Source: an optimization exercise on an open RTL-to-GDS flow (aim: a short achievable clock period and few clock cycles). Production flows keep margins and buffers that such runs may drop.
Only simulation tests tie the RTL to the original design; equivalence was not proved.
Power figures rest on the tool's default switching activity, not on a simulated workload.

==> 03-26 <==
Design um_core, start of the top module:
module um_core (
    input  wire        clk,
    input  wire        rst,           
    input  wire [19:0] img_len,       
    output reg         mem_en,
    output reg         mem_we,
    output reg  [23:0] mem_addr,
    output reg  [31:0] mem_wdata,
    input  wire [31:0] mem_rdata,
    output reg         out_valid,
    output reg  [7:0]  out_byte,
    output wire        in_req,
    input  wire        in_valid,
    input  wire [7:0]  in_byte,
    input  wire        in_eof,
    output wire [1:0]  status,        
    output reg  [2:0]  fault_kind,
    output wire [31:0] finger
);
    localparam [2:0] F_OPCODE = 3'd1;
    localparam [2:0] F_HANDLE = 3'd2;
    localparam [2:0] F_INDEX  = 3'd3;
    localparam [2:0] F_DIVZ   = 3'd4;
    localparam [2:0] F_RANGE  = 3'd5;
    localparam [2:0] F_ALLOC  = 3'd6;
    localparam [3:0] X_RUN  = 4'd0;
    localparam [3:0] X_MUL1 = 4'd1;
    localparam [3:0] X_MUL2 = 4'd2;
    localparam [3:0] X_DV1  = 4'd3;
    localparam [3:0] X_DIV  = 4'd4;
    localparam [3:0] X_CP   = 4'd5;
    localparam [3:0] X_CPE  = 4'd6;
    localparam [3:0] X_IN1  = 4'd7;
    localparam [3:0] X_IN2  = 4'd8;
    localparam [3:0] X_MEM  = 4'd9;    
    localparam [3:0] X_FILL = 4'd10;   
    reg [3:0]  xs;
    reg        run;
    reg        x_mis;                 
    reg [1:0]  st;
    reg [31:0] fing;
    reg [31:0] regs [0:7];
    reg        slot_live [0:15];
    reg [23:0] slot_base [0:15];
    reg [19:0] slot_len  [0:15];
    reg [19:0] slot_wm   [0:15];      
    reg [4:0]  n_slots;
    reg [3:0]  free_stack [0:15];
    reg [4:0]  free_sp;
    reg [23:0] heap_top;
    reg        shared;                
  ...
==> flow/config.mk <==
export PLATFORM = sky130hd
export DESIGN_NAME = um_core
export DESIGN_NICKNAME = um_core
export VERILOG_FILES = /design/flow/design.v
export SDC_FILE = /design/flow/constraint.sdc
export NUM_CORES = 4
export LEC_CHECK = 0
export CAP_MARGIN = 20
export CORE_MARGIN = 2
export CORE_UTILIZATION = 30
export PLACE_DENSITY = 0.4
export SLEW_MARGIN = 20
==> flow/constraint.sdc <==
create_clock -name core_clock -period 12.0 [get_ports {clk}]
set_input_delay 2.4000 -clock core_clock [delete_from_list [all_inputs] [get_ports {clk}]]
set_output_delay 2.4000 -clock core_clock [all_outputs]
set_load 0.01 [all_outputs]
standard.sh (not shown) runs the stock make flow with config.mk's settings and CLKGATE_MAP_FILE= SYNTH_SCRIPT=/design/flow/synth_recipe.tcl, a recipe that flattens the netlist after the stock synthesis.
==> flow/flow/run.sh <==
#!/bin/bash
# Standard layout (the standard.sh, standard synthesis), with the timing
# repair after placement, CTS and global routing aiming at a setup margin
# below the clock period. make's full output goes to flow_make.log here; each
# ORFS step also keeps its own log under orfs/logs/.
set -euo pipefail
bash standard.sh SETUP_SLACK_MARGIN=8 TNS_END_PERCENT=100 finish > flow_make.log 2>&1
==> 10-27: changes against 03-26 <==
--- a/flow/design.v
+++ b/flow/design.v
@@ -53,17 +53,10 @@
     reg [31:0] f_pc;                  
     reg        r_fetch;               
     reg        s_fetch;               
     reg        r_zero, s_zero;        
     reg        r_pred, s_pred;        
-    reg        r_hit, s_hit;          
-    reg [4:0]  r_idx, s_idx;          
-    reg [14:0] r_tag, s_tag;          
-    reg [31:0] r_cw, s_cw;            
-    reg [31:0] ic_data [0:31];
-    reg [14:0] ic_tag  [0:31];
-    reg        ic_v    [0:31];
     reg        fq_p [0:3];
     reg        dr_p, ir_p;
     reg        bt_v;
     reg [19:0] bt_pc;
     reg [31:0] bt_tgt;
@@ -234,41 +227,36 @@
                             !div_s1[34] ? div_s1[31:0] : div_r4[31:0];
     wire        fetch_ok   = (f_pc[31:20] == 12'd0) && (f_pc[19:0] < len0);
     wire        fetch_zero = f_pc[19:0] >= wm0;
     wire [23:0] fetch_addr = base0 + f_pc[23:0];
     wire [2:0]  credit     = fq_n + {2'd0, r_fetch} + {2'd0, s_fetch};
-    wire        ic_hit     = ic_v[f_pc[4:0]] && ic_tag[f_pc[4:0]] == f_pc[19:5];
-    wire [31:0] fdata      = s_zero ? 32'd0 : s_hit ? s_cw : mem_rdata;
+    wire [31:0] fdata      = s_zero ? 32'd0 : mem_rdata;
     wire run_x = run && !x_mis;
     wire go = run_x && xs == X_RUN && ir_v;    
     reg        adv;           
     reg        x_we;          
+    reg [31:0] x_wd;
     reg        stop;
-    wire        x_ru = xs == X_RUN;
-    wire [31:0] alu_add = rb + rc;
-    wire [31:0] mul_sum = mul_s0 + mul_s1;
-    wire [31:0] x_wd = ({32{x_ru && is_add}}  & alu_add) |
-                       ({32{x_ru && is_nand}} & ~(rb & rc)) |
-                       ({32{x_ru && is_orth}} & {7'd0, ir[24:0]}) |
-                       ({32{x_ru && is_allc}} & {28'd0, new_handle}) |
-                       ({32{x_ru && is_cmov}} & (cmov_t ? rb : ra)) |
-                       ({32{xs == X_MUL2}}    & mul_sum) |
-                       ({32{xs == X_DIV}}     & {div_quot[29:0], div_dig}) |
-                       ({32{xs == X_IN2}}     & in_val);
     reg        stop_halt;
     reg [2:0]  stop_kind;
     reg [31:0] stop_finger;
     always @(*) begin
         adv = 1'b0;
         x_we = 1'b0;
+        x_wd = 32'd0;
         stop = 1'b0; stop_halt = 1'b0; stop_kind = F_INDEX; stop_finger = x_pc + 32'd1;
         if (run_x) begin
             case (xs)
                 X_RUN: begin
                     if (ir_v) begin
                         adv  = !(is_mul || is_div || is_in || is_aidx || is_amnd);
                         x_we = is_cmov || is_add || is_nand || is_orth || is_allc;
+                        x_wd = is_add  ? rb + rc :
+                               is_nand ? ~(rb & rc) :
+                               is_orth ? {7'd0, ir[24:0]} :
+                               is_allc ? {28'd0, new_handle} :
+                               cmov_t  ? rb : ra;
                         if (is_div && rc == 32'd0) begin
                             stop = 1'b1; stop_kind = F_DIVZ;
                         end
                         if (is_allc && !alloc_ok) begin
                             stop = 1'b1; stop_kind = F_ALLOC;
@@ -292,10 +280,11 @@
                         stop = 1'b1; stop_kind = F_INDEX; stop_finger = f_pc;
                     end
                 end
                 X_MUL2: begin
                     adv = 1'b1; x_we = 1'b1;
+                    x_wd = mul_s0 + mul_s1;
                 end
                 X_MEM: begin
                     if (!m_ok) begin
                         stop = 1'b1; stop_kind = m_live ? F_INDEX : F_HANDLE;
                     end
@@ -303,19 +292,19 @@
                 end
                 X_FILL: begin
                     adv = 1'b0;
                 end
                 X_DV1: begin
-                    adv = div_qz; x_we = div_qz;
+                    adv = div_qz; x_we = div_qz; x_wd = 32'd0;
                 end
                 X_DIV: begin
                     if (div_cnt == 6'd1) begin
-                        adv = 1'b1; x_we = 1'b1;
+                        adv = 1'b1; x_we = 1'b1; x_wd = {div_quot[29:0], div_dig};
                     end
                 end
                 X_IN2: begin
-                    adv = 1'b1; x_we = 1'b1;
+                    adv = 1'b1; x_we = 1'b1; x_wd = in_val;
                 end
                 default: ;
             endcase
         end
     end
@@ -323,36 +312,24 @@
     wire cp_wr = c_ph[1] && (c_wr != c_rd);
     wire d_sel = run_x && ((xs == X_MEM && !(is_amnd && m_unsh)) ||
                          xs == X_FILL || xs == X_CP);
     wire d_en  = (xs == X_CP) ? (cp_rd || cp_wr) : (xs == X_FILL) || (m_ok && !m_fill);
     wire d_we  = (xs == X_CP) ? c_ph[1] : is_amnd;
+    wire [23:0] d_addr  = (xs == X_CP) ? (c_ph[1] ? c_dst + {4'd0, c_wr} : c_src + {4'd0, c_rd}) :
+                          (xs == X_FILL) ? m_faddr : m_addr;
     wire [31:0] d_wdata = (xs == X_CP) ? mem_rdata : (xs == X_FILL) ? 32'd0 : m_data;
     wire lp_go    = go && is_lp;
     wire lp_swap  = rb != 32'd0;
     wire        r_ok   = !lp_swap && (rc[31:20] == 12'd0) && (rc[19:0] < len0);
     wire        r_zero_w = rc[19:0] >= wm0;
     wire [23:0] r_addr = base0 + rc[23:0];
-    wire [23:0] x_addr = base0 + x_pc[23:0];
-    wire [23:0] cw_addr = c_dst + {4'd0, c_wr};
-    wire [23:0] cr_addr = c_src + {4'd0, c_rd};
     wire am0_go   = run_x && xs == X_MEM && m_ok && is_amnd && !m_unsh && !m_fill && m_am0;
     wire lp_hit   = ir_p && !lp_swap && rc == bt_tgt;    
     wire flush    = (lp_go && !ir_p) || x_mis;
     wire        xr_ok   = (x_pc[31:20] == 12'd0) && (x_pc[19:0] < len0);
     wire bt_here  = bt_v && f_pc[31:20] == 12'd0 && f_pc[19:0] == bt_pc;
     wire fetch_go = fetch_ok && credit <= 3'd3 && !(xs == X_CP || xs == X_CPE || (xs == X_MEM && is_amnd && m_unsh));
-    wire q_x  = x_mis;
-    wire q_d  = !x_mis && d_sel;
-    wire q_lp = !x_mis && !d_sel && lp_go && !ir_p;
-    wire q_f  = !x_mis && !d_sel && !(lp_go && !ir_p);
-    wire [23:0] req_addr = ({24{q_x}} & x_addr) |
-                           ({24{q_d && xs == X_MEM}} & m_addr) |
-                           ({24{q_d && xs == X_FILL}} & m_faddr) |
-                           ({24{q_d && xs == X_CP && c_ph[1]}} & cw_addr) |
-                           ({24{q_d && xs == X_CP && !c_ph[1]}} & cr_addr) |
-                           ({24{q_lp}} & r_addr) |
-                           ({24{q_f}} & fetch_addr);
     wire take = !ir_v || adv;                  
     wire d_mv = dr_v && take && !d_hazard && !flush;
     wire d_take = !dr_v || d_mv;               
     wire [31:0] d_hreg = regs[dr_h];
     wire [3:0]  d_hn   = d_hreg[3:0];
@@ -411,16 +388,10 @@
             s_fetch   <= 1'b0;
             r_zero    <= 1'b0;
             s_zero    <= 1'b0;
             r_pred    <= 1'b0;
             s_pred    <= 1'b0;
-            r_hit     <= 1'b0;
-            s_hit     <= 1'b0;
-            r_idx     <= 5'd0;
-            r_tag     <= 15'd0;
-            for (i = 0; i < 32; i = i + 1)
-                ic_v[i] <= 1'b0;
             bt_v      <= 1'b0;
             f_pc      <= (img_len != 20'd0) ? 32'd1 : 32'd0;
         end else begin
             out_valid <= 1'b0;
             l2_v <= l1_v && !(x_we && ir_d == l1_r);
@@ -656,25 +627,10 @@
                 fq_n <= fq_n + 3'd1;
             end
             s_fetch <= r_fetch && !flush;
             s_zero  <= r_zero;
             s_pred  <= r_pred;
-            s_hit   <= r_hit;
-            s_idx   <= r_idx;
-            s_tag   <= r_tag;
-            r_idx   <= f_pc[4:0];
-            r_tag   <= f_pc[19:5];
-            r_cw    <= ic_data[f_pc[4:0]];
-            s_cw    <= r_cw;
-            if (s_fetch && !s_hit && !s_zero && !flush) begin
-                ic_data[s_idx] <= mem_rdata;
-                ic_tag[s_idx]  <= s_tag;
-                ic_v[s_idx]    <= 1'b1;
-            end
-            if (lp_go && lp_swap || am0_go)
-                for (i = 0; i < 32; i = i + 1)
-                    ic_v[i] <= 1'b0;
             if (lp_go && lp_swap || am0_go)
                 bt_v <= 1'b0;
             else if (lp_go && !ir_p) begin
                 bt_v   <= 1'b1;
                 bt_pc  <= x_pc[19:0];
@@ -685,45 +641,33 @@
                 mem_we  <= 1'b0;
                 r_fetch <= 1'b0;
             end else if (x_mis) begin
                 mem_en    <= xr_ok;
                 mem_we    <= 1'b0;
-                mem_addr  <= req_addr;
+                mem_addr  <= base0 + x_pc[23:0];
                 r_fetch   <= xr_ok;
-                r_hit     <= 1'b0;
-                r_idx     <= x_pc[4:0];
-                r_tag     <= x_pc[19:5];
                 r_zero    <= x_pc[19:0] >= wm0;
                 r_pred    <= 1'b0;
                 f_pc      <= xr_ok ? x_pc + 32'd1 : x_pc;
             end else if (d_sel) begin
                 mem_en    <= d_en;
                 mem_we    <= d_we;
-                mem_addr  <= req_addr;
+                mem_addr  <= d_addr;
                 mem_wdata <= d_wdata;
-                r_fetch   <= fetch_go && ic_hit;
-                r_hit     <= 1'b1;
-                r_zero    <= 1'b0;
-                r_pred    <= bt_here;
-                if (fetch_go && ic_hit)
-                    f_pc <= bt_here ? bt_tgt : f_pc + 32'd1;
+                r_fetch   <= 1'b0;
             end else if (lp_go && !ir_p) begin
                 mem_en    <= r_ok;
                 mem_we    <= 1'b0;
-                mem_addr  <= req_addr;
+                mem_addr  <= r_addr;
                 r_fetch   <= r_ok;
-                r_hit     <= 1'b0;
-                r_idx     <= rc[4:0];
-                r_tag     <= rc[19:5];
                 r_zero    <= r_zero_w;
                 r_pred    <= 1'b0;
                 f_pc      <= r_ok ? rc + 32'd1 : rc;
             end else if (fetch_go) begin
-                mem_en    <= !ic_hit;
-                r_hit     <= ic_hit;
+                mem_en    <= 1'b1;
                 mem_we    <= 1'b0;
-                mem_addr  <= req_addr;
+                mem_addr  <= fetch_addr;
                 r_fetch   <= 1'b1;
                 r_zero    <= fetch_zero;
                 r_pred    <= bt_here;
                 f_pc      <= bt_here ? bt_tgt : f_pc + 32'd1;
             end else begin
==> notes.md <==
via/cell ratio=5.843; final instance area=225,800 um^2; CP Launch Point=xs[1]; Reg area=82,040 um^2; comb_multi_in=12.96k; Most flops, register=slot_base; Max FO, Critical Path=12; most common cell in the netlist=nand2_1; RR Startpoint=xs[1]; crit path cell chain=nor4_4 > buf_6 > nand2_8 > nor2_4 > buf_12 > nand2_8 > nor2_4 > buf_12 > o21ai_4 > ha_4 > fa_2 > a21oi_2 > o211ai_1 > a2111o_1 > a31oi_4 > o21bai_1 > a21o_1 > a21oi_2 > xnor2_1 > nor3_2 > a2111oi_2 > a22o_1; status=no timing/DRC/antenna violations; Power, Total=60.95 mW; inverters=679; clk cell area share=5.491%
(the above is from 10-27)
==> notes.md <==
comb_multi_in=13.53k; largest family of logic cells by synthesized area=multiplexers; GR Util met2=39.82%; Max FO, Critical Path=7; final instance area=between 300,000 and 400,000 um^2; inverters=662; via/cell ratio=around 5.7; Power, Total=80.02 mW; most common cell in the netlist=edfxtp_1; clk cell area share=roughly 6.1%; status=no timing/DRC/antenna violations; RR Startpoint=f_pc[0]; Most flops, register=ic_data
(the above is from 03-26)
Testbench counts of 03-26, summed over its fixed seeds: cycles 60,882.
Testbench counts of 10-27, summed over its fixed seeds: cycles 62,036.

[port drivers added, routing unchanged]
Ports are ideal in the flow. The routed layouts listed here were re-timed in OpenROAD. Step 1 assumes that a clkbuf_16 drives the clock port and a buf_2 every other input. Step 2 also shifts input and output timing later by t, the mid clock arrival at the registers, as if the neighbouring blocks saw the same clock. a / b / c = ideal / step 1 / step 2; a / b = the first two.
| run | t, ns | setup slack, ns | hold WS [ns] | latest minus earliest clock arrival (ns) | pins driven straight from the clock port |
|---|---|---|---|---|---|
| 03-26 | 1.248 | 7.639 / 7.639 / 6.769 | 0.399 / 0.399 / 0.399 | 0.095 / 0.095 | 1 |
| 10-27 | 1.141 | 7.439 / 7.439 / 6.742 | 0.417 / 0.417 / 0.417 | 0.098 / 0.097 | 1 |
After both steps every run listed still meets setup and hold. The setup slack of 03-26, which loses most, moves by 0.000 ns with the drivers and by -0.870 ns with both steps.
